This design comes from an exercise in tuning for small area and few clock cycles on the open sky130 flow, not from production work. The RTL was checked by simulation tests, not by an equivalence proof against the original design. Power figures rest on the tool's default switching activity, not on a simulated workload.

==> inputs of 09-18 <==
Design modbus_engine, start of the top module:
module modbus_engine (
    input  wire        clk,
    input  wire        rst,           
    input  wire        start,         
    input  wire [31:0] timeout,       
    input  wire [31:0] now,           
    output wire        busy,
    output reg         done,          
    output wire        ok,
    output reg  [2:0]  cause,
    input  wire        rx_valid,
    input  wire [7:0]  rx_data,
    output wire        rx_ready,
    output wire        tx_valid,
    output wire [7:0]  tx_data,
    input  wire        tx_ready,
    input  wire        host_we,
    input  wire [15:0] host_addr,
    input  wire [15:0] host_wdata,
    output wire [15:0] host_rdata
);
    localparam N = 50;
    localparam [2:0] C_OK      = 3'd0;
    localparam [2:0] C_TIMEOUT = 3'd1;
    localparam [2:0] C_CRC     = 3'd2;
    localparam [2:0] C_UNSUP   = 3'd3;
    localparam [2:0] C_PRECOND = 3'd5;
    localparam [1:0] F3  = 2'd0;
    localparam [1:0] F6  = 2'd1;
    localparam [1:0] F16 = 2'd2;
    localparam [1:0] FX  = 2'd3;
    localparam [1:0] P_H = 2'd0;        
    localparam [1:0] P_B = 2'd1;        
    localparam [1:0] P_D = 2'd2;        
    localparam [1:0] P_T = 2'd3;        
    reg         act;                    
    reg         txs;                    
    reg  [1:0]  ph;
    reg  [31:0] to_r;                   
    reg  [31:0] rem;                    
    reg         pn0;                    
    reg  [2:0]  cnt;                    
    reg  [6:0]  ri;                     
    reg  [15:0] crc;
    reg  [7:0]  h0;                     
    reg  [1:0]  ft;                     
    reg  [15:0] fstart;                 
    reg  [15:0] fcount;                 
    reg  [7:0]  hb;                     
    reg         bc_bad;                 
    reg  [15:0] bank_a [0:N-1];
    reg  [15:0] bank_b [0:N-1];
    reg  [N-1:0] sel;                   
    reg  [N-1:0] pv;                    
  ...
Settings: LEC_CHECK=0, CAP_MARGIN=20, CORE_MARGIN=2, CORE_UTILIZATION=45, CTS_CLUSTER_DIAMETER=100, CTS_CLUSTER_SIZE=30, SLEW_MARGIN=20, SYNTH_HIERARCHICAL=1; clock period 12.0 ns.
run.sh (not shown) runs the stock make flow with config.mk's settings and CLKGATE_MAP_FILE= SYNTH_SCRIPT=/design/flow/synth_recipe.tcl, a recipe that flattens the netlist after the stock synthesis.
==> 06-26 (differences from 09-18) <==
Settings changed: CTS_CLUSTER_DIAMETER 100 to unset, CTS_CLUSTER_SIZE 30 to unset.
==> 02-01 (differences from 09-18) <==
Settings changed: CTS_CLUSTER_DIAMETER 100 to 80, CTS_CLUSTER_SIZE 30 to 20.
==> qor.yml <==
use_met3: 0.0294
layout-area-overhead-vs-synth_pct: 10.3
cts_inserted_buffers: 73
worstPathArrival_ns: 9.44
max_slew_margin: 0.221
status: "complete, no violations"
wl_mm: 188
firstDrtPassIters: 13
multi_input_area_share: 0.189
ff2ff_setup_slack_ns: 0.48
post-route-util: 0.500
multi_input_area_um2: 14600
grtUsageTotal: 0.229
final_cell_mix: "edfxtp_1, a222oi_1, nor2_1, buf_4, nand4_1"
p_seq_mw: 7.45
min_from: "pv[32]$_DFF_P_"
pwr-share-comb: 0.054
-- figures above: 09-18

==> qor.yml <==
firstDrtPassIters: 13
status: "complete, no violations"
wl_mm: 191
use_met3: 0.0404
worstPathArrival_ns: 9.34
cts_inserted_buffers: 183
power_mw: 13.8
layout-area-overhead-vs-synth_pct: 15.7
grtUsageTotal: 0.235
final_cell_mix: "edfxtp_1, a222oi_1, nor2_1, clkbuf_16, buf_4"
p_seq_mw: 7.47
pwr-share-comb: 0.044
multi_input_area_share: 0.180
post-route-util: 0.525
multi_input_area_um2: 14600
ff2ff_setup_slack_ns: 0.60
min_from: "pv[30]$_DFF_P_"
-- figures above: 06-26

==> qor.yml <==
post-route-util: 0.506
layout-area-overhead-vs-synth_pct: 11.7
use_met3: 0.0332
p_seq_mw: 7.45
status: "complete, no violations"
multi_input_area_um2: 14600
worstPathArrival_ns: 9.36
cts_inserted_buffers: 106
ff2ff_setup_slack_ns: 0.56
-- figures above: 02-01

Testbench counts of 09-18, summed over its fixed seeds: cycles 37,574.
Testbench counts of 06-26, summed over its fixed seeds: cycles 37,574.
Testbench counts of 02-01, summed over its fixed seeds: cycles 37,574.

==> re-timing with driven ports <==
In the flow no input, the clock included, has a driving cell. The finished layouts below were timed again as built, in two steps.
Step 1 assumes that a clkbuf_16 drives the clock port and a buf_2 every other input.
Step 2 adds t to the input delays and takes it off the output delays; t is the mean of the earliest and latest rising clock arrival at the registers after step 1. Input paths then give back, and output paths get back, about the clock's delay inside the block.
a / b / c = ideal ports / drivers / drivers and shift; a / b = the first two.
run | t, ns | setup WS [ns] | worst data-port slew with drivers (ns) | pins driven straight from the clock port
09-18 | 0.798 | 0.163 / 0.082 / 0.475 | 0.07 | 1
06-26 | 0.881 | 0.264 / 0.187 / 0.598 | 0.07 | 1
02-01 | 0.814 | 0.239 / 0.162 / 0.531 | 0.06 | 1
After both steps setup and hold are still met in every run listed.
